What follows belongs to an exercise in optimizing a design on an open flow for small area; a production flow would make more cautious choices. RTL that was checked went through simulation tests only; none was proved equivalent to the original. Function not checked in runs 3 and 7: the RTL went through the layout flow alone. The flow treats the clock pin as an ideal source. Dropping or thinning the clock tree relies on that and would not hold on a real chip. No activity file was given, so power comes from the tool's default toggle rates.

$ cat flow/flow/run.sh
#!/bin/bash
# The standard layout with these changes:
# - the smallest buffer on each input and output port, and a stronger one
#   (instead of extra buffers) on the input ports that fan out widely
#   (port_buffers.tcl, after global placement);
set -euo pipefail
here=$(pwd)
export BUFFER_PORTS_ARGS="-buffer_cell sky130_fd_sc_hd__buf_1"
export POST_GLOBAL_PLACE_TCL="$here/flow/port_buffers.tcl"
export CTS_ARGS="-sink_clustering_enable -repair_clock_nets -dont_use_dummy_load -buf_list sky130_fd_sc_hd__clkbuf_8"
export CLK_SLEW_TARGET_PS=115
export CLK_CELLS="sky130_fd_sc_hd__clkbuf_2 sky130_fd_sc_hd__buf_2 sky130_fd_sc_hd__clkbuf_4 sky130_fd_sc_hd__buf_4 sky130_fd_sc_hd__buf_6 sky130_fd_sc_hd__clkbuf_8 sky130_fd_sc_hd__buf_8 sky130_fd_sc_hd__buf_12 sky130_fd_sc_hd__clkbuf_16"
export POST_CTS_TCL="$here/flow/clock_leaves.tcl"
bash standard.sh > standard.log 2>&1
$ cat flow/flow/clock_leaves.tcl
set block [ord::get_db_block]
set clk_net [$block findNet clk]
set root ""
foreach it [$clk_net getITerms] {
  set inst [$it getInst]
  if {[string match "clkbuf_*" [$inst getName]]} { set root $inst }
}
if {$root eq ""} { error "no root clock buffer" }
set root_net [[$root findITerm X] getNet]
set leaves {}
foreach it [$root_net getITerms] {
  set inst [$it getInst]
  if {$inst ne $root} { lappend leaves $it }
}
if {[llength $leaves] > 4} { error "[llength $leaves] leaves" }
foreach it $leaves {
  $it disconnect
  $it connect $clk_net
}
[$root findITerm A] disconnect
[$root findITerm X] disconnect
odb::dbInst_destroy $root
odb::dbNet_destroy $root_net
puts "removed root clock buffer, [llength $leaves] leaves on the clock port"

# Merge leaves until at most CLK_LEAVES remain: the leaf with the fewest
# registers hands them to the nearest other leaf.
proc leaf_loads {inst} {
  set loads {}
  foreach it [[[$inst findITerm X] getNet] getITerms] {
    if {[$it getInst] ne $inst} { lappend loads $it }
  }
  return $loads
}
if {[info exists ::env(CLK_LEAVES)]} {
  while {[llength $leaves] > $::env(CLK_LEAVES)} {
    set small ""
    foreach it $leaves {
      set n [llength [leaf_loads [$it getInst]]]
      if {$small eq "" || $n < $min} { set small $it; set min $n }
    }
    set si [$small getInst]
    lassign [$si getLocation] sx sy
    set near ""
    foreach it $leaves {
      if {$it eq $small} continue
      lassign [[$it getInst] getLocation] x y
      set d [expr {abs($x - $sx) + abs($y - $sy)}]
      if {$near eq "" || $d < $dmin} { set near $it; set dmin $d }
    }
    set to [[[$near getInst] findITerm X] getNet]
    set from [[$si findITerm X] getNet]
    foreach it [leaf_loads $si] {
      $it disconnect
      $it connect $to
    }
    $small disconnect
    [$si findITerm X] disconnect
    odb::dbInst_destroy $si
    odb::dbNet_destroy $from
    set leaves [lsearch -all -inline -not -exact $leaves $small]
  }
  puts "merged into [llength $leaves] clock leaves"
}

# Move each leaf to the middle of its registers.
foreach it $leaves {
  set inst [$it getInst]
  set sx 0; set sy 0; set n 0
  foreach l [leaf_loads $inst] {
    lassign [[$l getInst] getLocation] x y
    incr sx $x; incr sy $y; incr n
  }
  if {$n > 0} { $inst setLocation [expr {$sx / $n}] [expr {$sy / $n}] }
}
detailed_placement

set ::clk_cells {sky130_fd_sc_hd__clkbuf_2 sky130_fd_sc_hd__clkbuf_4 sky130_fd_sc_hd__clkbuf_8 sky130_fd_sc_hd__clkbuf_16}
if {[info exists ::env(CLK_CELLS)]} { set ::clk_cells $::env(CLK_CELLS) }
set target_ps 100
if {[info exists ::env(CLK_SLEW_TARGET_PS)]} { set target_ps $::env(CLK_SLEW_TARGET_PS) }
proc leaf_slew_ps {inst} {
  set worst 0
  set net [[$inst findITerm X] getNet]
  foreach it [$net getITerms] {
    if {[$it getInst] eq $inst} continue
    set pin [get_pins [[$it getInst] getName]/[[$it getMTerm] getName]]
    foreach e {rise fall} {
      foreach a {min max} {
        set s [expr {[sta::time_ui_sta [get_property $pin slew_${a}_$e]] * 1e12}]
        set worst [expr {max($worst, $s)}]
      }
    }
  }
  return $worst
}
estimate_parasitics -placement
foreach it $leaves {
  set inst [$it getInst]
  foreach cell $::clk_cells {
    replace_cell [get_cells [$inst getName]] $cell
    set s [leaf_slew_ps $inst]
    if {$s <= $target_ps} break
  }
  puts "clock leaf [$inst getName]: $cell, slew [format %.1f $s] ps"
}

detailed_placement
check_placement -verbose
$ cat flow/flow/port_buffers.tcl
# Timing-driven global placement buffers the nets that fan out widely from the
# input port buffers; drive those nets with a stronger port buffer instead.
set names {}
foreach b [get_cells -quiet place*] { lappend names [get_full_name $b] }
if {[llength $names] > 0} { remove_buffers {*}$names }
foreach b [get_cells -quiet input*] {
  set net [get_nets -of_objects [get_pins -of_objects $b -filter "direction==output"]]
  set fanout [llength [get_pins -of_objects $net -filter "direction==input"]]
  if {$fanout > 40} {
    replace_cell $b sky130_fd_sc_hd__buf_4
  } elseif {$fanout > 12} {
    replace_cell $b sky130_fd_sc_hd__buf_2
  }
  puts "port buffer [get_full_name $b]: fanout $fanout, [get_property $b ref_name]"
}
estimate_parasitics -placement
$ cat flow/constraint.sdc
create_clock -name core_clock -period 8.0 [get_ports {clk}]
set_input_delay 1.6000 -clock core_clock [delete_from_list [all_inputs] [get_ports {clk}]]
set_output_delay 1.6000 -clock core_clock [all_outputs]
set_load 0.01 [all_outputs]
$ cat flow/standard.sh
#!/bin/bash
# synth_recipe.tcl (not shown) runs the flow's synth.tcl, then flattens the netlist and writes it again
# the make line also repeats each setting of config.mk as NAME=value (left out here)
make -C /OpenROAD-flow-scripts/flow DESIGN_CONFIG=/design/flow/config.mk WORK_HOME=/design/flow/orfs CLKGATE_MAP_FILE= SYNTH_SCRIPT=/design/flow/synth_recipe.tcl "${@:-finish}"
$ cat flow/design.v
module sigma_delta_modulator #(
    parameter integer N  = 1024,
    parameter integer F  = 14,
    parameter integer SW = F + 2,
    parameter integer M  = N / 8,
    parameter integer AW = F + 1 + $clog2(N + 2),
    parameter integer IW = (N > 1) ? $clog2(N) : 1,
    parameter integer CW = (M > 1) ? $clog2(M) : 1
) (
    input  wire          clk,
    input  wire          rst,
    input  wire          start,
    input  wire          sample_valid,
    input  wire [SW-1:0] sample_data,
    output wire [IW-1:0] sample_idx,
    output reg           busy,
    output wire          done,
    output wire          fault,
    output wire [1:0]    fault_cause,
    output reg           byte_valid,
    output wire [CW-1:0] byte_addr,
    output wire [7:0]    byte_data
);
    localparam integer HW = AW - F;             
    reg [IW-1:0] idx;
    reg [F-1:0]  lo_n;
    reg [HW-1:0] hi_n;
    reg          cy_n;
    reg [6:0]    sh;
    wire mod_bit = hi_n[HW-1] ^ (~cy_n & ~(|hi_n[HW-2:0]));
    wire en = sample_valid;
    wire [2:0]    k       = {sample_data[SW-1], sample_data[SW-1:F]} + {mod_bit, mod_bit, 1'b1};
    wire [HW-1:0] add_hi  = en ? {{(HW-3){k[2]}}, k} : {HW{1'b0}};
    wire [F-1:0]  add_lo  = en ? sample_data[F-1:0] : {F{1'b0}};
    wire [F:0]    c_lo_n;
    wire [HW:0]   c_hi_n;
    wire [F-1:0]  s_lo_n;
    wire [HW-1:0] s_hi_n;
    assign s_lo_n[0] = lo_n[0] ^ add_lo[0];
    assign c_lo_n[1] = lo_n[0] | ~add_lo[0];
    assign c_hi_n[0] = cy_n;
    genvar i;
    generate
        for (i = 1; i < F; i = i + 1) begin : g_lo
            sdm_fa u_fa (.a(lo_n[i]), .b(~add_lo[i]), .ci(c_lo_n[i]), .s(s_lo_n[i]), .co(c_lo_n[i+1]));
        end
        for (i = 0; i < HW; i = i + 1) begin : g_hi
            sdm_fa u_fa (.a(hi_n[i]), .b(~add_hi[i]), .ci(c_hi_n[i]), .s(s_hi_n[i]), .co(c_hi_n[i+1]));
        end
    endgenerate
    wire [IW:0]   ic;
    wire [IW-1:0] inc;
    assign ic[0] = en;
    generate
        for (i = 0; i < IW; i = i + 1) begin : g_idx
            sdm_ha u_ha (.a(idx[i]), .b(ic[i]), .s(inc[i]), .co(ic[i+1]));
        end
    endgenerate
    always @(posedge clk) begin
        if (start) begin
            lo_n <= {F{1'b0}};
            hi_n <= {HW{1'b1}};
            cy_n <= 1'b1;
            idx  <= {IW{1'b0}};
        end else begin
            lo_n <= s_lo_n;
            hi_n <= s_hi_n;
            cy_n <= c_lo_n[F];
            idx  <= inc;
        end
        if (en)
            sh <= {sh[5:0], mod_bit};
    end
    always @(posedge clk) begin
        if (rst) begin
            busy       <= 1'b0;
            byte_valid <= 1'b0;
        end else if (start) begin
            busy       <= 1'b1;
            byte_valid <= 1'b0;
        end else begin
            if (busy && ic[IW])
                busy <= 1'b0;
            byte_valid <= busy && ic[3];
        end
    end
    assign sample_idx  = idx;
    assign done        = byte_valid & ~busy;
    assign byte_addr   = idx[IW-1:3] - 1'b1;
    assign byte_data   = {sh, mod_bit};
    assign fault       = 1'b0;
    assign fault_cause = 2'b00;
endmodule
module sdm_fa (
    input  wire a,
    input  wire b,
    input  wire ci,
    output wire s,
    output wire co
);
    assign {co, s} = a + b + ci;
endmodule
module sdm_ha (
    input  wire a,
    input  wire b,
    output wire s,
    output wire co
);
    assign {co, s} = a + b;
endmodule
$ cat flow/config.mk
export PLATFORM = sky130hd
export DESIGN_NAME = sigma_delta_modulator
export DESIGN_NICKNAME = sigma_delta_modulator
export VERILOG_FILES = /design/flow/design.v
export SDC_FILE = /design/flow/constraint.sdc
export NUM_CORES = 4
export LEC_CHECK = 0
export CAP_MARGIN = 20
export CORE_MARGIN = 2
export CORE_UTILIZATION = 70
export PLACE_DENSITY = 0.8
export SLEW_MARGIN = 20
export SYNTH_HIERARCHICAL = 1
==> results.toml, run 1 <==
[placement]
placed_cells = 260
io_buffers = 47
post-dp-hpwl_um = 2560

[critical_path]
cp.required_ps = 8050
critical_path.startpoint_type = "primary input"
cp_max_fo = 25
reg2reg_to = "hi_n[11]$_SDFF_PP1_"
critPathKind = "primary input to flip-flop"
worstSetupEndpointType = "flip-flop"
cp.arrival_ps = 7690
r2r_slack_ps = 1560
reg2regPathDepth = 16
reg2reg_from = "hi_n[0]$_SDFF_PP1_"

[clocking]
clk_pin_slew_worst_paths_ps = 110
clkSinkCount = 46
clk_latency_ps = 160

[route]
avgViaCountPerCell = 4.95
wl_um = 3360
ant_nets = 0
wl_per_cell_um = 12.7
firstDrtPassIters = 4
vias = 1307
route.detailed.drc = 0
initialDrtViolationCount = 51

[die]
start_util = 0.725
die_w_um = 60.0
pin_count = 51
rows = 20
core_area_mm2 = 0.00303
die_h_um = 60.0
design.die.area_mm2 = 0.00360

[timing]
slew_viol_final = 0
max_freq_mhz = 131
fin_crit_sh = 0.956
finalHoldViolations = 0
tns_ps = 0
rsz0062_at_grt = "false"
relSlewSlack = 0.532
layout_min_cycle_time_ps = 7650
fin_worst_skew_ps = 42.7
tightest_slew_ps = 702
finalSetupViolCount = 0

[grt]
grt_max_degree = 40
grt-ovfl-total = 0
antenna_found_initial = 0
grt_pass1_wl_um = 5920
grt_usage = 0.226
grt_pass1_vias = 1289

[cells_and_area]
finalNetCount = 280
synthToLayoutAreaGrowth_pct = 9.86
final_common_cell = "buf_1"
multi_input_area_mm2 = 0.00113
seqCellArea_um2 = 991
antenna_cells = 0
fillCellCount = 216
fin_cells = 264
drive_gt1_frac = 0.0727
most-common-layout-cells = "buf_1 (45), dfxtp_1 (39), fa_1 (26), nor2b_1 (20), nand2_1 (15)"

[hold_path]
worstHoldEndpoint = "byte_valid$_SDFF_PP0_"
hold_depth = 1
hold_path.class = "flip-flop to flip-flop"
min_from = "busy$_SDFFE_PP0P_"

[yosys]
synth_top_cell_by_area = "dfxtp_1"
ys_ff_latch = 46
synth_top_area_frac = 0.356
avgSynthCellArea_um2 = 12.5
yosys_warnings = 7
syn_area_mm2 = 0.00220
synth.distinct_cells = 26
ys_seq_area_frac = 0.451
synth_cells = 176
yosys-top-cells-area = "dfxtp_1 (36%), fa_1 (24%), edfxtp_1 (9.6%)"

[power]
power.leakage_nw = 0.952
ir_worst_vdd_v = 0.000202
p_per_area_mw_per_mm2 = 246

[run_status]
status = "finished clean"

[flow_run]
maxCapViolCount = 0
## cell usage after synthesis
master	count
and2b_1	4
nor3_1	2
nor4_1	3
nand3b_1	1
or2_2	10
xor2_1	3
buf_2	2
buf_4	4
clkbuf_1	2
a21oi_1	1
nand2b_1	2
xnor2_1	4
buf_6	1
nand3_1	2
inv_1	7
edfxtp_1	7
ha_1	12
or2_1	3
nor2b_1	20
nand2_1	15
conb_1	1
nor2_1	3
and2_1	1
fa_1	26
dfxtp_1	39
nor4bb_1	1
## routing by layer
layer,part of all wire,vias to the layer above,track usage,wire (um)
li1,-,632,-,-
met1,0.44,629,0.316,1460
met2,0.49,40,0.349,1660
met3,0.059,6,0.0714,197
met4,0.011,0,0.0540,38
met5,0,-,0,0
## worst max path at each step
stage / start / to / slack, ps / depth (start not counted)
floorplan: sample_data[0] / cy_n$_SDFF_PP1_ / 860 / 17
global placement: sample_valid / cy_n$_SDFF_PP1_ / 640 / 18
detailed placement: sample_valid / cy_n$_SDFF_PP1_ / 160 / 18
global route: sample_valid / cy_n$_SDFF_PP1_ / 70 / 18
finish: sample_valid / cy_n$_SDFF_PP1_ / 350 / 18
## area by class of cell
cell class              instances  share of cell area
clock buffers                   4              0.0140
inverters                       7              0.0109
multi-input cells             116               0.467
flip-flops and latches         46               0.411
well taps                      44              0.0228
repair buffers                 47              0.0742
## modules after synthesis (local to each module, per instance)
module                 area, um2  copies in the design  cells  flops+latches
sdm_ha                      12.5                    10      1              0
sigma_delta_modulator       1570                     1    141             46
sdm_fa                      20.0                    25      1              0
## flip-flops by register name (all words and copies together) (netlist names)
signal / cells
lo_n: 14
idx: 10
busy: 1
byte_valid: 1
cy_n: 1
sh: 7
hi_n: 12
## logic make-up (layout without fill, tap and decap cells)
kind of cell / count (synthesis) / count (layout) / synth area share
other: 1 / 3 / 0.00171
adders and majority gates: 38 / 38 / 0.305
AOI/OAI and AO/OA: 1 / 1 / 0.00228
DFF: 46 / 46 / 0.451
xor gates and xnor gates: 7 / 7 / 0.0279
and+or+nand+nor: 67 / 67 / 0.173
buffers and inverters: 16 / 58 / 0.0388
## per-stage QoR
| step | hold slack (ps) | total power [mW] | setup slack (ps) | util | area [um2] |
|---|---|---|---|---|---|
| final | 453 | 0.594 | 352 | 0.797 | 2410 |
| after global routing | 472 | 0.653 | 66.9 | 0.797 | 2410 |
| after detailed placement | 431 | 0.515 | 161 | 0.786 | 2380 |
| after global placement | 428 | 0.499 | 639 | 0.792 | 2400 |
| after floorplan | 499 | 0.464 | 857 | - | 2200 |
## report_power, final
| group | internal (mW) | leakage (nW) | switching [mW] | total [mW] |
|---|---|---|---|---|
| logic | 0.0972 | 0.544 | 0.0801 | 0.177 |
| registers | 0.293 | 0.388 | 0.0407 | 0.333 |
| clock network | 0.0286 | 0.0201 | 0.0547 | 0.0833 |
| total | 0.418 | 0.952 | 0.175 | 0.594 |
## worst max-delay path: stages
cell and delay (ps):
buf_2 370, and2_1 200, ha_1 140, inv_1 50, fa_1 380, fa_1 400
fa_1 410, fa_1 390, fa_1 390, fa_1 390, fa_1 390, fa_1 390
fa_1 390, fa_1 390, fa_1 390, fa_1 380, fa_1 360, or2_2 270
==> run 2: changes to the inputs <==
--- a/flow/design.v
+++ b/flow/design.v
@@ -22,7 +22,8 @@
     output wire [7:0]    byte_data
 );
     localparam integer HW = AW - F;             
-    reg [IW-1:0] idx;
+    reg [2:0]    idx;
+    reg [CW-1:0] ba;
     reg [F-1:0]  lo_n;
     reg [HW-1:0] hi_n;
     reg          cy_n;
@@ -36,8 +37,7 @@
     wire [HW:0]   c_hi_n;
     wire [F-1:0]  s_lo_n;
     wire [HW-1:0] s_hi_n;
-    assign s_lo_n[0] = lo_n[0] ^ add_lo[0];
-    assign c_lo_n[1] = lo_n[0] | ~add_lo[0];
+    sdm_ha_n u_lo0 (.a_n(lo_n[0]), .b(add_lo[0]), .s_n(s_lo_n[0]), .co_n(c_lo_n[1]));
     assign c_hi_n[0] = cy_n;
     genvar i;
     generate
@@ -48,12 +48,23 @@
             sdm_fa u_fa (.a(hi_n[i]), .b(~add_hi[i]), .ci(c_hi_n[i]), .s(s_hi_n[i]), .co(c_hi_n[i+1]));
         end
     endgenerate
-    wire [IW:0]   ic;
-    wire [IW-1:0] inc;
+    wire [3:0]    ic;
+    wire [2:0]    idx_inc;
     assign ic[0] = en;
     generate
-        for (i = 0; i < IW; i = i + 1) begin : g_idx
-            sdm_ha u_ha (.a(idx[i]), .b(ic[i]), .s(inc[i]), .co(ic[i+1]));
+        for (i = 0; i < 3; i = i + 1) begin : g_idx
+            sdm_ha u_ha (.a(idx[i]), .b(ic[i]), .s(idx_inc[i]), .co(ic[i+1]));
+        end
+    endgenerate
+    wire last_of_byte  = ic[3];                              
+    wire last_of_frame = last_of_byte & (ba == M - 2);       
+    wire [CW:0]   bc;
+    wire [CW-1:0] ba_inc;
+    assign ba_inc[0] = ~ba[0];
+    assign bc[1]     = ba[0];
+    generate
+        for (i = 1; i < CW; i = i + 1) begin : g_ba
+            sdm_ha u_ha (.a(ba[i]), .b(bc[i]), .s(ba_inc[i]), .co(bc[i+1]));
         end
     endgenerate
     always @(posedge clk) begin
@@ -61,12 +72,15 @@
             lo_n <= {F{1'b0}};
             hi_n <= {HW{1'b1}};
             cy_n <= 1'b1;
-            idx  <= {IW{1'b0}};
+            idx  <= 3'd0;
+            ba   <= {CW{1'b1}};
         end else begin
             lo_n <= s_lo_n;
             hi_n <= s_hi_n;
             cy_n <= c_lo_n[F];
-            idx  <= inc;
+            idx  <= idx_inc;
+            if (last_of_byte)
+                ba <= ba_inc;
         end
         if (en)
             sh <= {sh[5:0], mod_bit};
@@ -79,14 +93,14 @@
             busy       <= 1'b1;
             byte_valid <= 1'b0;
         end else begin
-            if (busy && ic[IW])
+            if (busy && last_of_frame)
                 busy <= 1'b0;
-            byte_valid <= busy && ic[3];
+            byte_valid <= busy && last_of_byte;
         end
     end
-    assign sample_idx  = idx;
+    assign sample_idx  = {ba_inc, idx};
     assign done        = byte_valid & ~busy;
-    assign byte_addr   = idx[IW-1:3] - 1'b1;
+    assign byte_addr   = ba;
     assign byte_data   = {sh, mod_bit};
     assign fault       = 1'b0;
     assign fault_cause = 2'b00;
@@ -100,6 +114,16 @@
 );
     assign {co, s} = a + b + ci;
 endmodule
+module sdm_ha_n (
+    input  wire a_n,
+    input  wire b,
+    output wire s_n,
+    output wire co_n
+);
+    wire b_n = ~b;
+    assign s_n  = ~(a_n ^ b_n);
+    assign co_n = a_n | b_n;
+endmodule
 module sdm_ha (
     input  wire a,
     input  wire b,
==> results.toml, run 2 <==
[run_status]
status = "finished clean"

[route]
vias = 1283
avgViaCountPerCell = 5.15
ant_nets = 0
wl_per_cell_um = 13.5
firstDrtPassIters = 4
wl_um = 3370
route.detailed.drc = 0
initialDrtViolationCount = 37

[grt]
met3_usage = 0.0546
busiest_layer = "met2"
grt_max_degree = 33
grt_pass1_vias = 1313
grt_usage = 0.224
met2_usage = 0.375
antenna_found_initial = 0
grt_pass1_wl_um = 5830
grtUsageMet1 = 0.294
grt-ovfl-total = 0

[critical_path]
critical_path.endpoint = "cy_n$_SDFF_PP1_"
cp.required_ps = 8040
critical_path.startpoint_type = "primary input"
r2r_slack_ps = 1540
reg2regPathDepth = 16
critPathKind = "primary input to flip-flop"
cp_max_fo = 25
worstSetupEndpointType = "flip-flop"
cp.arrival_ps = 7680
reg2reg_to = "hi_n[11]$_SDFF_PP1_"
reg2reg_from = "hi_n[5]$_SDFF_PP1_"
startpoint = "sample_valid"

[yosys]
synth_cells = 173
synth_edf_count = 7
ys_seq_area_frac = 0.458
avgSynthCellArea_um2 = 12.5
async_flop_share = 0
ys_ff_latch = 46
synth_top_cell_by_area = "dfxtp_1"
yosys-top-cells-area = "dfxtp_1 (36%), fa_1 (24%), edfxtp_1 (9.7%)"
yosysMostFrequentCell = "dfxtp_1"
yosys_warnings = 7
synth.distinct_cells = 25
syn_area_mm2 = 0.00216
synth_top_area_frac = 0.361
synth_commonest_cells = "dfxtp_1 (39), fa_1 (26), nand2_1 (22)"
synth_flop_cell = "dfxtp_1"

[cells_and_area]
largest_reg_flops = 14
antenna_cells = 0
largest_register = "lo_n"
final_common_cell = "buf_1"
synthToLayoutAreaGrowth_pct = 9.26
largestRegisters = "lo_n: 14 flops, hi_n: 12 flops"
drive_gt1_frac = 0.0880
fillCellCount = 195
finalNetCount = 274
most-common-layout-cells = "buf_1 (45), dfxtp_1 (39), fa_1 (26), nand2_1 (22), nor2b_1 (16)"
final_core_util = 0.787

[power]
p_per_area_mw_per_mm2 = 251
power.leakage_nw = 0.897
ir_worst_vdd_v = 0.000209

[timing]
layout_min_cycle_time_ps = 7640
rsz0062_at_grt = "false"
slew_viol_final = 0
holdWs_ps = 417
relSlewSlack = 0.525
tightest_slew_ps = 713
finalHoldViolations = 0
finalSetupViolCount = 0
max_freq_mhz = 131
fin_worst_skew_ps = 47.2
tns_ps = 0
fin_crit_sh = 0.955

[die]
die_w_um = 59.6
start_util = 0.720
rows = 20
die_h_um = 59.6
core_area_mm2 = 0.00300
pin_count = 51
design.die.area_mm2 = 0.00355

[clocking]
clkSinkCount = 46
clk_latency_ps = 160
clk_pin_slew_worst_paths_ps = 110

[hold_path]
hold_path.class = "flip-flop to flip-flop"

[placement]
post-dp-hpwl_um = 2430
io_buffers = 47

[flow_run]
maxCapViolCount = 0
## run 2: cell count changes after synthesis, sizes merged, moves of 2 or more
cell,previous run,this run
and2b,4,2
nand2,15,22
nor2,3,0
ha,12,10
mux2i,0,6
xnor2,4,2
xor2,3,1
nor2b,20,16
## run 2: where the power goes
group          switching (mW)  leakage, nW  internal, mW
Clock                  0.0543       0.0201        0.0286
Combinational          0.0789        0.489        0.0974
Sequential             0.0405        0.389         0.293
## run 2: worst min-delay path by stage
stage	to	from	depth (start not counted)
2_1_floorplan	byte_valid$_SDFF_PP0_	busy$_SDFFE_PP0P_	2
3_3_place_gp	sh[2]$_DFFE_PP_	sh[1]$_DFFE_PP_	0
3_5_place_dp	sh[2]$_DFFE_PP_	sh[1]$_DFFE_PP_	0
5_1_grt	sh[5]$_DFFE_PP_	sh[4]$_DFFE_PP_	0
6_report	sh[5]$_DFFE_PP_	sh[4]$_DFFE_PP_	0
## run 2: metal layers
layer,part of all wire,vias to the layer above
met4,0.011,0
met2,0.50,37
met3,0.048,7
met5,0,-
met1,0.44,617
li1,-,622
## run 2: layout make-up
type,count,area (um2),area share
clock buffer,4,33.8,0.0143
multi-input combinational,113,1090,0.463
tap,33,41.3,0.0175
timing repair buffer,47,179,0.0757
sequential,46,991,0.419
inverter,6,22.5,0.00953
## run 2: Yosys stat by module (local to each module, per instance)
module | area, um2 | copies in the design
sdm_ha_n | 23.8 | 1
sdm_ha | 12.5 | 9
sigma_delta_modulator | 1530 | 1
sdm_fa | 20.0 | 25
## run 2: cells by family after synthesis
group           synth area share
fa+ha+maj                  0.299
compound gates           0.00463
simple gates               0.158
flops                      0.458
buf+inv                   0.0388
xor+xnor                  0.0122
mux                       0.0278
other cells              0.00173
## run 2: stage by stage
step                total power, mW  area (um2)  instances  worst slack, ps
floorplan                     0.465        2170        175              850
global placement              0.499        2350        248              599
detailed placement            0.510        2330        245              181
global route                  0.648        2360        249              131
finish                        0.592        2360        249              361
## run 2: critical path, stage by stage
cell	delay, ps
buf_2	390
and2_1	200
ha_1	140
inv_1	50
fa_1	380
fa_1	390
fa_1	380
fa_1	390
fa_1	390
fa_1	380
fa_1	380
fa_1	390
fa_1	390
fa_1	390
fa_1	390
fa_1	390
fa_1	360
or2_2	270
==> run 3: changes to the inputs <==
--- a/flow/design.v
+++ b/flow/design.v
@@ -24,7 +24,8 @@
     localparam integer HW = AW - F;             
     reg [2:0]    idx;
     reg [CW-1:0] ba;
-    reg [F-1:0]  lo_n;
+    reg          lo0;
+    reg [F-1:1]  lo_n;
     reg [HW-1:0] hi_n;
     reg          cy_n;
     reg [6:0]    sh;
@@ -35,9 +36,11 @@
     wire [F-1:0]  add_lo  = en ? sample_data[F-1:0] : {F{1'b0}};
     wire [F:0]    c_lo_n;
     wire [HW:0]   c_hi_n;
-    wire [F-1:0]  s_lo_n;
+    wire [F-1:1]  s_lo_n;
+    wire          s_lo0;
     wire [HW-1:0] s_hi_n;
-    sdm_ha_n u_lo0 (.a_n(lo_n[0]), .b(add_lo[0]), .s_n(s_lo_n[0]), .co_n(c_lo_n[1]));
+    sdm_xor   u_lo0_s (.a(lo0), .b(add_lo[0]), .y(s_lo0));
+    sdm_nand3 u_lo0_c (.a(lo0), .b(sample_data[0]), .c(en), .y(c_lo_n[1]));
     assign c_hi_n[0] = cy_n;
     genvar i;
     generate
@@ -58,23 +61,26 @@
     endgenerate
     wire last_of_byte  = ic[3];                              
     wire last_of_frame = last_of_byte & (ba == M - 2);       
-    wire [CW:0]   bc;
+    wire [CW-1:0] bc;
     wire [CW-1:0] ba_inc;
     assign ba_inc[0] = ~ba[0];
     assign bc[1]     = ba[0];
+    assign ba_inc[CW-1] = ba[CW-1] ^ bc[CW-1];
     generate
-        for (i = 1; i < CW; i = i + 1) begin : g_ba
+        for (i = 1; i < CW - 1; i = i + 1) begin : g_ba
             sdm_ha u_ha (.a(ba[i]), .b(bc[i]), .s(ba_inc[i]), .co(bc[i+1]));
         end
     endgenerate
     always @(posedge clk) begin
         if (start) begin
-            lo_n <= {F{1'b0}};
+            lo0  <= 1'b1;
+            lo_n <= {(F-1){1'b0}};
             hi_n <= {HW{1'b1}};
             cy_n <= 1'b1;
             idx  <= 3'd0;
             ba   <= {CW{1'b1}};
         end else begin
+            lo0  <= s_lo0;
             lo_n <= s_lo_n;
             hi_n <= s_hi_n;
             cy_n <= c_lo_n[F];
@@ -114,15 +120,20 @@
 );
     assign {co, s} = a + b + ci;
 endmodule
-module sdm_ha_n (
-    input  wire a_n,
+module sdm_xor (
+    input  wire a,
     input  wire b,
-    output wire s_n,
-    output wire co_n
+    output wire y
 );
-    wire b_n = ~b;
-    assign s_n  = ~(a_n ^ b_n);
-    assign co_n = a_n | b_n;
+    assign y = a ^ b;
+endmodule
+module sdm_nand3 (
+    input  wire a,
+    input  wire b,
+    input  wire c,
+    output wire y
+);
+    assign y = ~(a & b & c);
 endmodule
 module sdm_ha (
     input  wire a,
==> results.toml, run 3 <==
[yosys]
yosysMostFrequentCell = "dfxtp_1"
synth_edf_count = 7
ys_ff_latch = 46
yosys-top-cells-area = "dfxtp_1 (36%), fa_1 (24%), edfxtp_1 (9.8%)"
synth_cells = 172
synth_commonest_cells = "dfxtp_1 (39), fa_1 (26), nand2_1 (21)"
synth_top_cell_by_area = "dfxtp_1"
async_flop_share = 0
ys_seq_area_frac = 0.461
synth.distinct_cells = 26
yosys_warnings = 7
synth_flop_cell = "dfxtp_1"
syn_area_mm2 = 0.00215
avgSynthCellArea_um2 = 12.5
synth_top_area_frac = 0.363

[timing]
tns_ps = 0
fin_crit_sh = 0.937
max_freq_mhz = 133
tightest_slew_ps = 690
slew_viol_final = 0
finalSetupViolCount = 0
relSlewSlack = 0.540
finalHoldViolations = 0
rsz0062_at_grt = "false"
layout_min_cycle_time_ps = 7490
fin_worst_skew_ps = 24.3

[hold_path]
min_from = "sh[4]$_DFFE_PP_"
hold_path.class = "flip-flop to flip-flop"
worstHoldEndpoint = "sh[5]$_DFFE_PP_"
hold_depth = 0

[cells_and_area]
fillCellCount = 199
largest_reg_flops = 13
multi_input_area_mm2 = 0.00109
largestRegisters = "lo_n: 13 flops, hi_n: 12 flops"
most-common-layout-cells = "buf_1 (45), dfxtp_1 (39), fa_1 (26), nand2_1 (21), nor2b_1 (15)"
finalNetCount = 271
largest_register = "lo_n"
seqCellArea_um2 = 991
antenna_cells = 0
synthToLayoutAreaGrowth_pct = 9.13
final_core_util = 0.788
final_common_cell = "buf_1"
drive_gt1_frac = 0.0930

[power]
pwr-share-comb = 0.309
seq_power_share = 0.554
clkPwrFrac = 0.137
ir_worst_vdd_v = 0.000212
power_switching_uw = 182
p_int_uw = 420
p_sw_frac = 0.302
p_per_area_mw_per_mm2 = 257
power.leakage_nw = 0.885

[route]
avgViaCountPerCell = 5.26
ant_nets = 0
route.detailed.drc = 0
wl_per_cell_um = 14.4
wl_um = 3560
firstDrtPassIters = 5
vias = 1305
initialDrtViolationCount = 59

[critical_path]
reg2regPathDepth = 16
cp_max_fo = 26
critPathKind = "primary input to flip-flop"
reg2reg_to = "hi_n[11]$_SDFF_PP1_"
worstSetupEndpointType = "flip-flop"
r2r_slack_ps = 1560
cp.arrival_ps = 7540
cp.required_ps = 8040
reg2reg_from = "hi_n[5]$_SDFF_PP1_"
critical_path.startpoint_type = "primary input"

[grt]
grt-ovfl-total = 0
grt_max_degree = 33
grt_pass1_wl_um = 6020
grt_usage = 0.233
antenna_found_initial = 0
grt_pass1_vias = 1342

[die]
start_util = 0.722
die_w_um = 59.4
pin_count = 51
core_area_mm2 = 0.00298
die_h_um = 59.4
design.die.area_mm2 = 0.00353
rows = 20

[flow_run]
maxCapViolCount = 0

[placement]
post-dp-hpwl_um = 2700
io_buffers = 47

[clocking]
clk_latency_ps = 170
clk_pin_slew_worst_paths_ps = 110
clkSinkCount = 46

[run_status]
status = "finished clean"
[run 3: metrics by stage]
step / area [um2] / setup slack (ps) / std cells / hold WS (ps) / power, mW
after floorplan: 2160 / 1040 / 174 / 487 / 0.464
after global placement: 2340 / 565 / 247 / 433 / 0.502
after detailed placement: 2320 / 343 / 244 / 444 / 0.525
after global routing: 2350 / 265 / 248 / 478 / 0.654
final: 2350 / 505 / 248 / 467 / 0.602
[run 3: worst max-delay path by stage]
stage	start	endpoint	slack [ps]	cells past startpoint
floorplan	sample_valid	cy_n$_SDFF_PP1_	1040	15
global placement	sample_valid	cy_n$_SDFF_PP1_	560	16
detailed placement	sample_valid	cy_n$_SDFF_PP1_	340	16
global route	sample_valid	cy_n$_SDFF_PP1_	270	16
finish	sample_valid	cy_n$_SDFF_PP1_	510	16
[run 3: cells by family (layout without fill, tap and decap cells)]
| group | Yosys count | after routing | share of synthesized area |
|---|---|---|---|
| AOI/OAI and AO/OA | 4 | 4 | 0.00931 |
| xor gates and xnor gates | 5 | 5 | 0.0204 |
| adders and majority gates | 34 | 34 | 0.289 |
| buffers and inverters | 13 | 54 | 0.0337 |
| DFF | 46 | 46 | 0.461 |
| muxes | 5 | 5 | 0.0233 |
| other | 1 | 3 | 0.00174 |
| and+or+nand+nor | 64 | 64 | 0.162 |
[run 3: worst max-delay path, stage by stage]
cell,delay [ps]
buf_2,390
nand2_1,140
fa_1,430
fa_1,390
fa_1,400
fa_1,390
fa_1,390
fa_1,380
fa_1,390
fa_1,410
fa_1,400
fa_1,400
fa_1,390
fa_1,400
fa_1,360
or2_2,270
[run 3: layout make-up]
type	instances	area share
timing repair buffer	47	0.0762
sequential	46	0.422
inverter	3	0.00480
clock buffer	4	0.0128
multi-input combinational	115	0.466
tap	33	0.0176
[run 3: per-module statistics from Yosys (local to each module, per instance)]
module / flops+latches / area, um2
sdm_fa: 0 / 20.0
sdm_ha: 0 / 12.5
sdm_nand3: 0 / 5.00
sdm_xor: 0 / 8.76
sigma_delta_modulator: 46 / 1540
[run 3: power groups by stage]
stage                     Clock (mW)  Sequential (mW)  Combinational (mW)
after floorplan                    0            0.334               0.130
after global placement             0            0.338               0.164
after detailed placement           0            0.339               0.186
after global routing          0.0912            0.343               0.219
final                         0.0827            0.334               0.186
[run 3: metal layers]
metal  share of wire  track usage
met1            0.41        0.306
met2            0.54        0.392
met3           0.037       0.0371
met4           0.012       0.0844
met5               0            0
==> run 4: changes to the inputs <==
--- a/flow/design.v
+++ b/flow/design.v
@@ -35,7 +35,8 @@
     wire [HW-1:0] add_hi  = en ? {{(HW-3){k[2]}}, k} : {HW{1'b0}};
     wire [F-1:0]  add_lo  = en ? sample_data[F-1:0] : {F{1'b0}};
     wire [F:0]    c_lo_n;
-    wire [HW:0]   c_hi_n;
+    wire [HW-1:0] c_hi_n;
+    wire          s_top;
     wire [F-1:1]  s_lo_n;
     wire          s_lo0;
     wire [HW-1:0] s_hi_n;
@@ -47,10 +48,12 @@
         for (i = 1; i < F; i = i + 1) begin : g_lo
             sdm_fa u_fa (.a(lo_n[i]), .b(~add_lo[i]), .ci(c_lo_n[i]), .s(s_lo_n[i]), .co(c_lo_n[i+1]));
         end
-        for (i = 0; i < HW; i = i + 1) begin : g_hi
+        for (i = 0; i < HW - 1; i = i + 1) begin : g_hi
             sdm_fa u_fa (.a(hi_n[i]), .b(~add_hi[i]), .ci(c_hi_n[i]), .s(s_hi_n[i]), .co(c_hi_n[i+1]));
         end
     endgenerate
+    sdm_xor u_top0 (.a(hi_n[HW-1]), .b(~add_hi[HW-1]), .y(s_top));
+    sdm_xor u_top1 (.a(s_top), .b(c_hi_n[HW-1]), .y(s_hi_n[HW-1]));
     wire [3:0]    ic;
     wire [2:0]    idx_inc;
     assign ic[0] = en;
--- a/flow/config.mk
+++ b/flow/config.mk
@@ -7,7 +7,7 @@
 export LEC_CHECK = 0
 export CAP_MARGIN = 20
 export CORE_MARGIN = 2
-export CORE_UTILIZATION = 70
-export PLACE_DENSITY = 0.8
+export CORE_UTILIZATION = 60
+export PLACE_DENSITY = 0.7
 export SLEW_MARGIN = 20
 export SYNTH_HIERARCHICAL = 1
==> results.toml, run 4 <==
[route]
wl_um = 3310
avgViaCountPerCell = 4.96
initialDrtViolationCount = 42
ant_nets = 0
vias = 1299
wl_per_cell_um = 12.6
firstDrtPassIters = 2
route.detailed.drc = 0

[timing]
fin_worst_skew_ps = 25.7
finalHoldViolations = 0
rsz0062_at_grt = "false"
layout_min_cycle_time_ps = 7440
holdWs_ps = 461
tightest_slew_ps = 707
relSlewSlack = 0.529
slew_viol_final = 0
finalSetupViolCount = 0
fin_crit_sh = 0.929
max_freq_mhz = 134
tns_ps = 0

[yosys]
yosysMostFrequentCell = "dfxtp_1"
synth_top_area_frac = 0.363
synth_cells = 173
synth_commonest_cells = "dfxtp_1 (39), fa_1 (25), nand2_1 (21)"
ys_seq_area_frac = 0.461
ys_ff_latch = 46
synth_top_family_by_area = "adder cells"
synth_flop_cell = "dfxtp_1"
synth_compound_area_frac = 0.00932
synth_mux_area_frac = 0.0233
synth_top_cell_by_area = "dfxtp_1"
avgSynthCellArea_um2 = 12.4
yosys-top-cells-area = "dfxtp_1 (36%), fa_1 (23%), edfxtp_1 (9.8%)"
async_flop_share = 0
syn_area_mm2 = 0.00215
yosys_warnings = 7
synthSimpleGateAreaFrac = 0.162
synth-xor-area-share = 0.0285
synth.distinct_cells = 26
synth-adder-area-share = 0.280
synth_edf_count = 7

[cells_and_area]
most-common-layout-cells = "buf_1 (45), dfxtp_1 (39), fa_1 (25), nand2_1 (21), nor2b_1 (15)"
largest_register = "lo_n"
synthToLayoutAreaGrowth_pct = 9.90
finalNetCount = 271
antenna_cells = 0
final_common_cell = "buf_1"
fillCellCount = 271
drive_gt1_frac = 0.0926
largestRegisters = "lo_n: 13 flops, hi_n: 12 flops"
largest_reg_flops = 13

[critical_path]
cp.depth = 16
cp.required_ps = 8050
cp.arrival_ps = 7480
cp_slowest_cell = "fa_1"
critical_path.startpoint_type = "primary input"
critPathBufInv = 1
critPathKind = "primary input to flip-flop"
worstSetupEndpointType = "flip-flop"
path_cells = "buf_2 > nand2_1 > fa_1 > fa_1 > fa_1 > fa_1 > fa_1 > fa_1 > fa_1 > fa_1 > fa_1 > fa_1 > fa_1 > fa_1 > fa_1 > or2_2"
cp_top_family = "adder cells"
cpPeakStageDelay_ps = 430
cpMostUsedCell = "fa_1"
reg2regPathDepth = 16
cp_max_fo = 26

[clocking]
clkSinkCount = 46
clk_pin_slew_worst_paths_ps = 110
clk_latency_ps = 170

[run_status]
status = "finished clean"

[die]
die_h_um = 63.8
core_area_mm2 = 0.00339
start_util = 0.634
rows = 21
die_w_um = 63.8
pin_count = 51
design.die.area_mm2 = 0.00407

[placement]
post-dp-hpwl_um = 2520
io_buffers = 47

[power]
ir_worst_vdd_v = 0.000182
power.leakage_nw = 0.886
p_per_area_mw_per_mm2 = 252

[grt]
grt_pass1_vias = 1341
grt_max_degree = 33
grt_usage = 0.185
antenna_found_initial = 0
grt-ovfl-total = 0
grt_pass1_wl_um = 5800

[flow_run]
maxCapViolCount = 0

[hold_path]
hold_depth = 0
hold_path.class = "flip-flop to flip-flop"
[run 4: Yosys stat by module (local to each module, per instance)]
module	flops+latches	area, um2	cells inside	times used
sdm_xor	0	8.76	1	3
sdm_nand3	0	5.00	1	1
sdm_ha	0	12.5	1	8
sigma_delta_modulator	46	1540	137	1
sdm_fa	0	20.0	1	24
[run 4: cells by family (layout without fill, tap and decap cells)]
| group | Yosys count | after routing |
|---|---|---|
| other | 1 | 3 |
| multiplexers | 5 | 5 |
| XOR/XNOR | 7 | 7 |
| buffers and inverters | 13 | 54 |
| adder cells (fa/ha/maj) | 33 | 33 |
| flip-flops | 46 | 46 |
| AO/OA/AOI/OAI | 4 | 4 |
| AND/OR/NAND/NOR | 64 | 64 |
[run 4: path summary, 6_finish.rpt]
kind | endpoint | slack (ps) | from
hold reg to reg | sh[3]$_DFFE_PP_ | 460 | sh[2]$_DFFE_PP_
setup / recovery | cy_n$_SDFF_PP1_ | 560 | sample_valid
hold / removal | sh[3]$_DFFE_PP_ | 460 | sh[2]$_DFFE_PP_
setup reg to reg | hi_n[11]$_SDFF_PP1_ | 1870 | hi_n[5]$_SDFF_PP1_
[run 4: power breakdown]
part | switching, mW | total [mW] | internal, mW
logic | 0.0804 | 0.180 | 0.0996
registers | 0.0410 | 0.334 | 0.293
clock network | 0.0557 | 0.0809 | 0.0252
total | 0.177 | 0.594 | 0.417
[run 4: through the flow]
step | setup WS, ps | total power, mW | area [um2] | std cells | util
global placement | 656 | 0.505 | 2340 | 260 | 0.691
finish | 565 | 0.594 | 2360 | 262 | 0.697
detailed placement | 345 | 0.519 | 2330 | 258 | 0.688
floorplan | 1040 | 0.466 | 2160 | 175 | -
global route | 328 | 0.652 | 2360 | 262 | 0.697
[run 4: final cells by class]
class	instances	area (um2)	area share
Tap cell	46	57.6	0.0244
Inverter	3	11.3	0.00477
Multi-Input combinational cell	116	1090	0.463
Clock buffer	4	30.0	0.0127
Timing Repair Buffer	47	179	0.0758
Sequential cell	46	991	0.420
[run 4: metal layers]
metal	vias to the layer above	routed length (um)	global-route usage
met5	-	0	0
met4	0	29	0.0652
met3	3	132	0.0387
met2	28	1700	0.309
met1	640	1440	0.238
li1	628	-	-
==> run 5: changes to the inputs <==
--- a/flow/config.mk
+++ b/flow/config.mk
@@ -7,7 +7,7 @@
 export LEC_CHECK = 0
 export CAP_MARGIN = 20
 export CORE_MARGIN = 2
-export CORE_UTILIZATION = 60
-export PLACE_DENSITY = 0.7
+export CORE_UTILIZATION = 75
+export PLACE_DENSITY = 0.85
 export SLEW_MARGIN = 20
 export SYNTH_HIERARCHICAL = 1
==> results.toml, run 5 <==
[yosys]
syn_area_mm2 = 0.00215
synth_flop_cell = "dfxtp_1"
yosysMostFrequentCell = "dfxtp_1"
synth_cells = 173
synth_top_cell_by_area = "dfxtp_1"
synth.distinct_cells = 26
synth_commonest_cells = "dfxtp_1 (39), fa_1 (25), nand2_1 (21)"
avgSynthCellArea_um2 = 12.4
synth_top_area_frac = 0.363
yosys_warnings = 7
ys_seq_area_frac = 0.461
ys_ff_latch = 46
synth_edf_count = 7
yosys-top-cells-area = "dfxtp_1 (36%), fa_1 (23%), edfxtp_1 (9.8%)"
async_flop_share = 0

[power]
ir_worst_vdd_v = 0.000224
power.leakage_nw = 0.887
power_switching_uw = 190
seq_power_share = 0.545
p_int_uw = 426
clkPwrFrac = 0.140
p_sw_frac = 0.308
pwr-share-comb = 0.315
p_per_area_mw_per_mm2 = 262
finalPower_uw = 615

[route]
firstDrtPassIters = 4
wl_um = 3860
vias = 1339
wl_per_cell_um = 15.6
ant_nets = 0
route.detailed.drc = 0
initialDrtViolationCount = 42
avgViaCountPerCell = 5.42

[cells_and_area]
finalInstanceArea_mm2 = 0.00235
largest_register = "lo_n"
largestRegisters = "lo_n: 13 flops, hi_n: 12 flops"
most-common-layout-cells = "buf_1 (45), dfxtp_1 (39), fa_1 (25), nand2_1 (21), nor2b_1 (15)"
final_core_util = 0.858
largest_reg_flops = 13
antenna_cells = 0
synthToLayoutAreaGrowth_pct = 9.20
finalNetCount = 271
drive_gt1_frac = 0.0926
final_common_cell = "buf_1"

[grt]
grt_pass1_vias = 1436
grt_pass1_wl_um = 6350
grt-ovfl-total = 0
grt_max_degree = 33
grt_usage = 0.258
antenna_found_initial = 0

[die]
start_util = 0.786
die_w_um = 57.5
die_h_um = 57.5
design.die.area_mm2 = 0.00331
pin_count = 51
rows = 19
core_area_mm2 = 0.00273

[placement]
io_buffers = 47
placed_cell_area_mm2 = 0.00231
post-dp-hpwl_um = 2860
pre_cts_slack_ps = 310

[timing]
slew_viol_final = 0
fin_crit_sh = 0.937
fin_worst_skew_ps = 43.9
worst_slack_ps = 501
tightest_slew_ps = 714
rsz0062_at_grt = "false"
relSlewSlack = 0.524
finalSetupViolCount = 0
max_freq_mhz = 133
tns_ps = 0
finalHoldViolations = 0
layout_min_cycle_time_ps = 7500

[critical_path]
cp.required_ps = 8060
worstSetupEndpointType = "flip-flop"
critical_path.startpoint_type = "primary input"
cp_max_fo = 26
cp.arrival_ps = 7550
critPathKind = "primary input to flip-flop"

[clocking]
clkSinkCount = 46
clk_latency_ps = 170
clk_pin_slew_worst_paths_ps = 110

[hold_path]
hold_path.class = "flip-flop to flip-flop"

[run_status]
status = "finished clean"

[flow_run]
maxCapViolCount = 0
## run 5: layout make-up
cell class,count,area (um2)
clock buffer,4,33.8
sequential,46,991
timing repair buffer,47,179
inverter,3,11.3
tap,31,38.8
fill,140,388
multi-input combinational,116,1090
## run 5: Yosys stat by module (local to each module, per instance)
module                 flops+latches  times used  cell area (um2)  cells inside
sdm_fa                             0          24             20.0             1
sdm_nand3                          0           1             5.00             1
sdm_xor                            0           3             8.76             1
sigma_delta_modulator             46           1             1540           137
sdm_ha                             0           8             12.5             1
## run 5: path summary, 6_finish.rpt
kind,start,endpoint,slack [ps],cells past startpoint
worst max register to register,cy_n$_SDFF_PP1_,hi_n[11]$_SDFF_PP1_,1750,17
worst max-delay path,sample_valid,cy_n$_SDFF_PP1_,500,16
worst min-delay path,sh[5]$_DFFE_PP_,sh[6]$_DFFE_PP_,420,0
worst min register to register,sh[5]$_DFFE_PP_,sh[6]$_DFFE_PP_,420,0
## run 5: kinds of logic after synthesis
| logic type | after synthesis | share of synthesized area |
|---|---|---|
| adder cells (fa/ha/maj) | 33 | 0.280 |
| other | 1 | 0.00175 |
| buffers and inverters | 13 | 0.0338 |
| flip-flops | 46 | 0.461 |
| AND/OR/NAND/NOR | 64 | 0.162 |
| multiplexers | 5 | 0.0233 |
| AO/OA/AOI/OAI | 4 | 0.00932 |
| XOR/XNOR | 7 | 0.0285 |
## run 5: layer usage
metal / vias up / track usage / part of all wire
met3: 5 / 0.0635 / 0.042
li1: 635 / - / -
met2: 43 / 0.466 / 0.54
met4: 0 / 0.0731 / 0.012
met1: 656 / 0.304 / 0.41
met5: - / 0 / 0
## run 5: per-stage QoR
stage | instances | hold slack [ps]
5_1_grt | 247 | 430
3_5_place_dp | 243 | 445
3_3_place_gp | 245 | 437
2_1_floorplan | 175 | 487
6_report | 247 | 423
## run 5: critical path, stage by stage
cell	delay, ps
buf_2	390
nand2_1	140
fa_1	430
fa_1	390
fa_1	390
fa_1	390
fa_1	390
fa_1	390
fa_1	390
fa_1	390
fa_1	410
fa_1	410
fa_1	400
fa_1	410
fa_1	360
or2_2	270
## run 5: power by group through the flow
| stage | Combinational [mW] | Sequential, mW | Clock, mW |
|---|---|---|---|
| 3_3_place_gp | 0.163 | 0.337 | 0 |
| 6_report | 0.194 | 0.335 | 0.0860 |
| 3_5_place_dp | 0.187 | 0.341 | 0 |
| 2_1_floorplan | 0.133 | 0.334 | 0 |
| 5_1_grt | 0.226 | 0.345 | 0.0928 |
==> run 6: changes to the inputs <==
--- a/flow/config.mk
+++ b/flow/config.mk
@@ -7,7 +7,7 @@
 export LEC_CHECK = 0
 export CAP_MARGIN = 20
 export CORE_MARGIN = 2
-export CORE_UTILIZATION = 75
-export PLACE_DENSITY = 0.85
+export CORE_UTILIZATION = 70
+export PLACE_DENSITY = 0.8
 export SLEW_MARGIN = 20
 export SYNTH_HIERARCHICAL = 1
==> results.toml, run 6 <==
[critical_path]
critical_path.startpoint_type = "primary input"
cp.required_ps = 8070
reg2reg_to = "hi_n[11]$_SDFF_PP1_"
critical_path.endpoint = "cy_n$_SDFF_PP1_"
worstSetupEndpointType = "flip-flop"
cp_max_fo = 26
startpoint = "sample_valid"
cp.arrival_ps = 7460
reg2reg_from = "hi_n[5]$_SDFF_PP1_"
r2r_slack_ps = 1900
reg2regPathDepth = 16
critPathKind = "primary input to flip-flop"

[yosys]
synth_edf_count = 7
synth_cells = 173
yosys_warnings = 7
yosysMostFrequentCell = "dfxtp_1"
synth_top_cell_by_area = "dfxtp_1"
syn_area_mm2 = 0.00215
synth_flop_cell = "dfxtp_1"
synth_top_area_frac = 0.363
ys_seq_area_frac = 0.461
synth.distinct_cells = 26
yosys-top-cells-area = "dfxtp_1 (36%), fa_1 (23%), edfxtp_1 (9.8%)"
avgSynthCellArea_um2 = 12.4
async_flop_share = 0
ys_ff_latch = 46
synth_commonest_cells = "dfxtp_1 (39), fa_1 (25), nand2_1 (21)"

[timing]
finalHoldViolations = 0
fin_worst_skew_ps = 27.5
slew_viol_final = 0
tns_ps = 0
layout_min_cycle_time_ps = 7390
worst_slack_ps = 606
finalSetupViolCount = 0
rsz0062_at_grt = "false"
max_freq_mhz = 135
fin_crit_sh = 0.924
relSlewSlack = 0.526
tightest_slew_ps = 711

[power]
clkPwrFrac = 0.135
p_int_uw = 417
p_per_area_mw_per_mm2 = 253
power_switching_uw = 176
p_sw_frac = 0.297
ir_worst_vdd_v = 0.000169
power.leakage_nw = 0.886
seq_power_share = 0.562
pwr-share-comb = 0.303

[die]
start_util = 0.721
die_w_um = 59.4
core_area_mm2 = 0.00298
design.die.area_mm2 = 0.00353
rows = 20
pin_count = 51
die_h_um = 59.4

[grt]
antenna_found_initial = 0
grt_pass1_vias = 1253
grt_usage = 0.217
grt_pass1_wl_um = 5580
grt_max_degree = 33
grt-ovfl-total = 0

[placement]
placed_cells = 245
io_buffers = 47
placed_cell_area_mm2 = 0.00231
pre_cts_slack_ps = 382
post-dp-hpwl_um = 2450

[cells_and_area]
synthToLayoutAreaGrowth_pct = 9.14
finalInstanceArea_mm2 = 0.00234
largestRegisters = "lo_n: 13 flops, hi_n: 12 flops"
largest_register = "lo_n"
finalNetCount = 271
fillCellCount = 207
final_common_cell = "buf_1"
most-common-layout-cells = "buf_1 (45), dfxtp_1 (39), fa_1 (25), nand2_1 (21), nor2b_1 (15)"
largest_reg_flops = 13
fin_cells = 249
antenna_cells = 0
drive_gt1_frac = 0.0926

[run_status]
status = "finished clean"

[route]
initialDrtViolationCount = 26
ant_nets = 0
firstDrtPassIters = 4
vias = 1286
wl_per_cell_um = 13.2
avgViaCountPerCell = 5.16
wl_um = 3290
route.detailed.drc = 0

[flow_run]
maxCapViolCount = 0

[clocking]
clk_latency_ps = 170
clkSinkCount = 46
clk_pin_slew_worst_paths_ps = 110

[hold_path]
hold_path.class = "flip-flop to flip-flop"
## run 6: cell counts after synthesis
Identical to the previous run, type by type.
## run 6: per-layer routing
metal	global-route usage	routed length, um	part of all wire
met5	0	0	0
met4	0.0552	19	0.0058
met3	0.0611	162	0.049
met2	0.349	1680	0.51
met1	0.293	1430	0.44
## run 6: through the flow
stage / hold slack [ps] / utilization / power (mW)
3_5_place_dp: 440 / 0.777 / 0.519
2_1_floorplan: 487 / - / 0.466
5_1_grt: 476 / 0.787 / 0.652
3_3_place_gp: 435 / 0.784 / 0.503
6_report: 463 / 0.787 / 0.593
## run 6: logic make-up (layout without fill, tap and decap cells)
group           Yosys count  after routing  synth area share
simple gates             64             64             0.162
other cells               1              3           0.00175
xor+xnor                  7              7            0.0285
fa+ha+maj                33             33             0.280
flops                    46             46             0.461
mux                       5              5            0.0233
buf+inv                  13             54            0.0338
compound gates            4              4           0.00932
## run 6: worst min path at each step
stage	cells after the start	slack, ps	to	from
finish	0	460	sh[5]$_DFFE_PP_	sh[4]$_DFFE_PP_
global placement	0	440	sh[5]$_DFFE_PP_	sh[4]$_DFFE_PP_
global route	0	480	sh[2]$_DFFE_PP_	sh[1]$_DFFE_PP_
floorplan	2	490	byte_valid$_SDFF_PP0_	busy$_SDFFE_PP0P_
detailed placement	0	440	sh[5]$_DFFE_PP_	sh[4]$_DFFE_PP_
## run 6: per-module statistics from Yosys, one instance, submodules excluded
module	flip-flops and latches	cells inside	times used
sdm_xor	0	1	3
sdm_fa	0	1	24
sigma_delta_modulator	46	137	1
sdm_ha	0	1	8
sdm_nand3	0	1	1
## run 6: area by class of cell
| cell class | count | area [um2] | area share |
|---|---|---|---|
| tap | 33 | 41.3 | 0.0176 |
| multi-input combinational | 116 | 1090 | 0.466 |
| clock buffer | 4 | 30.0 | 0.0128 |
| inverter | 3 | 11.3 | 0.00480 |
| sequential | 46 | 991 | 0.423 |
| timing repair buffer | 47 | 179 | 0.0763 |
## run 6: power groups by stage
| stage | clock [mW] | combinational, mW | sequential (mW) |
|---|---|---|---|
| 5_1_grt | 0.0911 | 0.218 | 0.343 |
| 3_5_place_dp | 0 | 0.180 | 0.339 |
| 2_1_floorplan | 0 | 0.133 | 0.334 |
| 6_report | 0.0802 | 0.180 | 0.333 |
| 3_3_place_gp | 0 | 0.166 | 0.337 |
## run 6: critical path, stage by stage
cell and delay [ps]:
buf_2 390, nand2_1 140, fa_1 420, fa_1 390, fa_1 380, fa_1 390, fa_1 390, fa_1 380
fa_1 380, fa_1 380, fa_1 380, fa_1 400, fa_1 390, fa_1 400, fa_1 370, or2_2 270
==> run 7: changes to the inputs <==
--- a/flow/design.v
+++ b/flow/design.v
@@ -31,7 +31,9 @@
     reg [6:0]    sh;
     wire mod_bit = hi_n[HW-1] ^ (~cy_n & ~(|hi_n[HW-2:0]));
     wire en = sample_valid;
-    wire [2:0]    k       = {sample_data[SW-1], sample_data[SW-1:F]} + {mod_bit, mod_bit, 1'b1};
+    wire          k1_n, k2;
+    sdm_fa u_k (.a(sample_data[SW-1]), .b(~sample_data[F]), .ci(mod_bit), .s(k1_n), .co(k2));
+    wire [2:0]    k       = {k2, ~k1_n, ~sample_data[F]};
     wire [HW-1:0] add_hi  = en ? {{(HW-3){k[2]}}, k} : {HW{1'b0}};
     wire [F-1:0]  add_lo  = en ? sample_data[F-1:0] : {F{1'b0}};
     wire [F:0]    c_lo_n;
==> results.toml, run 7 <==
[run_status]
status = "finished clean"

[route]
wl_per_cell_um = 14.3
route.detailed.drc = 0
initialDrtViolationCount = 65
avgViaCountPerCell = 5.33
wl_um = 3560
firstDrtPassIters = 4
vias = 1321
ant_nets = 0

[timing]
tns_ps = 0
finalSetupViolCount = 0
relSlewSlack = 0.600
slew_viol_final = 0
max_freq_mhz = 133
worst_slack_ps = 483
holdWs_ps = 436
fin_crit_sh = 0.940
rsz0062_at_grt = "false"
fin_worst_skew_ps = 26.6
tightest_slew_ps = 598
finalHoldViolations = 0
layout_min_cycle_time_ps = 7520

[yosys]
async_flop_share = 0
yosysMostFrequentCell = "dfxtp_1"
ys_ff_latch = 46
synth.distinct_cells = 26
synth_top_area_frac = 0.363
synth_flop_cell = "dfxtp_1"
avgSynthCellArea_um2 = 12.4
yosys-top-cells-area = "dfxtp_1 (36%), fa_1 (23%), edfxtp_1 (9.8%)"
synth_edf_count = 7
synth_commonest_cells = "dfxtp_1 (39), fa_1 (25), nand2_1 (22)"
ys_seq_area_frac = 0.460
syn_area_mm2 = 0.00215
yosys_warnings = 7
synth_top_cell_by_area = "dfxtp_1"
synth_cells = 173

[die]
die_h_um = 59.4
rows = 20
die_w_um = 59.4
design.die.area_mm2 = 0.00353
pin_count = 51
start_util = 0.723
core_area_mm2 = 0.00298

[power]
ir_worst_vdd_v = 0.000214
power.leakage_nw = 0.907
p_per_area_mw_per_mm2 = 255

[hold_path]
min_from = "sh[1]$_DFFE_PP_"
hold_path.class = "flip-flop to flip-flop"

[critical_path]
startpoint = "sample_valid"
cp.arrival_ps = 7580
cpMostUsedCell = "fa_1"
path_cells = "buf_2 > nand3_1 > fa_1 > fa_1 > fa_1 > fa_1 > fa_1 > fa_1 > fa_1 > fa_1 > fa_1 > fa_1 > fa_1 > fa_1 > fa_1 > or2_2"
critPathBufInv = 1
cpPeakStageDelay_ps = 420
critical_path.startpoint_type = "primary input"
cp_max_fo = 26
cp_slowest_cell = "fa_1"
critPathKind = "primary input to flip-flop"
reg2reg_from = "hi_n[2]$_SDFF_PP1_"
cp_top_family = "adder cells"
worstSetupEndpointType = "flip-flop"
cp.required_ps = 8060

[placement]
post-dp-hpwl_um = 2650
pre_cts_slack_ps = 232
io_buffers = 47
placed_cell_area_mm2 = 0.00231

[clocking]
clk_pin_slew_worst_paths_ps = 110
clkSinkCount = 46
clk_latency_ps = 170

[cells_and_area]
final_common_cell = "buf_1"
largestRegisters = "lo_n: 13 flops, hi_n: 12 flops"
drive_gt1_frac = 0.0930
synthToLayoutAreaGrowth_pct = 8.90
antenna_cells = 0
largest_register = "lo_n"
most-common-layout-cells = "buf_1 (45), dfxtp_1 (39), fa_1 (25), nand2_1 (22), or2_2 (14)"
largest_reg_flops = 13
fillCellCount = 210
finalInstanceArea_mm2 = 0.00234
finalNetCount = 270

[grt]
grt_max_degree = 33
grt_pass1_vias = 1310
grt_pass1_wl_um = 5750
busiest_layer = "met2"
grtUsageMet1 = 0.269
grt_usage = 0.231
antenna_found_initial = 0
met3_usage = 0.0764
met2_usage = 0.391
grt-ovfl-total = 0

[flow_run]
maxCapViolCount = 0
[run 7: logic make-up (layout without fill, tap and decap cells)]
group,count (synthesis),after routing,share of synthesized area
AND/OR/NAND/NOR,64,64,0.166
flip-flops,46,46,0.460
adder cells (fa/ha/maj),33,33,0.279
buffers and inverters,14,54,0.0360
XOR/XNOR,6,6,0.0244
multiplexers,5,5,0.0233
AO/OA/AOI/OAI,4,4,0.00930
other,1,3,0.00174
[run 7: metrics by stage]
| stage | instances | power [mW] | util |
|---|---|---|---|
| after floorplan | 175 | 0.463 | - |
| after global placement | 246 | 0.498 | 0.781 |
| after detailed placement | 244 | 0.523 | 0.777 |
| after global routing | 248 | 0.650 | 0.787 |
| final | 248 | 0.598 | 0.787 |
[run 7: modules after synthesis, one instance, submodules excluded]
| module | flops+latches | copies in the design |
|---|---|---|
| sdm_ha | 0 | 8 |
| sdm_nand3 | 0 | 1 |
| sdm_fa | 0 | 25 |
| sigma_delta_modulator | 46 | 1 |
| sdm_xor | 0 | 3 |
[run 7: metal layers]
layer / part of all wire / wire length, um
met2: 0.53 / 1890
met3: 0.048 / 169
met4: 0.015 / 55
met1: 0.41 / 1440
met5: 0 / 0
[run 7: layout make-up]
cell class              count  area [um2]  share of cell area
multi-input cells         115        1090               0.466
inverters                   3        11.3             0.00481
well taps                  33        41.3              0.0176
flip-flops and latches     46         991               0.423
repair buffers             47         179              0.0763
clock buffers               4        30.0              0.0128
[run 7: worst paths after layout]
kind                              end  cells after the start  slack [ps]
setup / recovery      cy_n$_SDFF_PP1_                     16         480
setup reg to reg  hi_n[11]$_SDFF_PP1_                     17        1650
hold reg to reg       sh[2]$_DFFE_PP_                      0         440
hold / removal        sh[2]$_DFFE_PP_                      0         440
[run 7: where the power goes]
group | total (mW) | switching, mW | internal (mW)
logic | 0.184 | 0.0859 | 0.0982
registers | 0.333 | 0.0405 | 0.293
clock network | 0.0806 | 0.0553 | 0.0252
total | 0.598 | 0.182 | 0.416

[what the ideal ports hide]
In the flow no input, the clock included, has a driving cell. The finished layouts below were timed again as built, in two steps. Step 1, drivers: a clkbuf_16 drives clk and a buf_2 each remaining input, both assumed. Step 2 adds t to the input delays and takes it off the output delays; t is the mean of the earliest and latest rising clock arrival at the registers after step 1. Input paths then give back, and output paths get back, about the clock's delay inside the block. a / b / c = no drivers / after step 1 / after step 2; a / b = the first two.
run | t (ns) | slack for setup (ns) | worst setup path after step 2 | worst data-port slew with drivers (ns) | pins driven straight from the clock port
run 1 | 0.183 | 0.352 / 0.356 / 0.172 | input to register | 0.04 | 4
run 2 | 0.188 | 0.361 / 0.385 / 0.198 | input to register | 0.03 | 4
run 3 | 0.196 | 0.505 / 0.524 / 0.328 | input to register | 0.04 | 4
run 4 | 0.197 | 0.565 / 0.583 / 0.386 | input to register | 0.04 | 4
run 5 | 0.190 | 0.501 / 0.521 / 0.331 | input to register | 0.04 | 4
run 6 | 0.197 | 0.606 / 0.620 / 0.423 | input to register | 0.03 | 4
run 7 | 0.200 | 0.483 / 0.506 / 0.306 | input to register | 0.03 | 4
After both steps setup and hold are still met in every run listed. For run 6, which loses most, drivers alone change the setup slack by +0.014 ns; drivers and shift together by -0.183 ns.
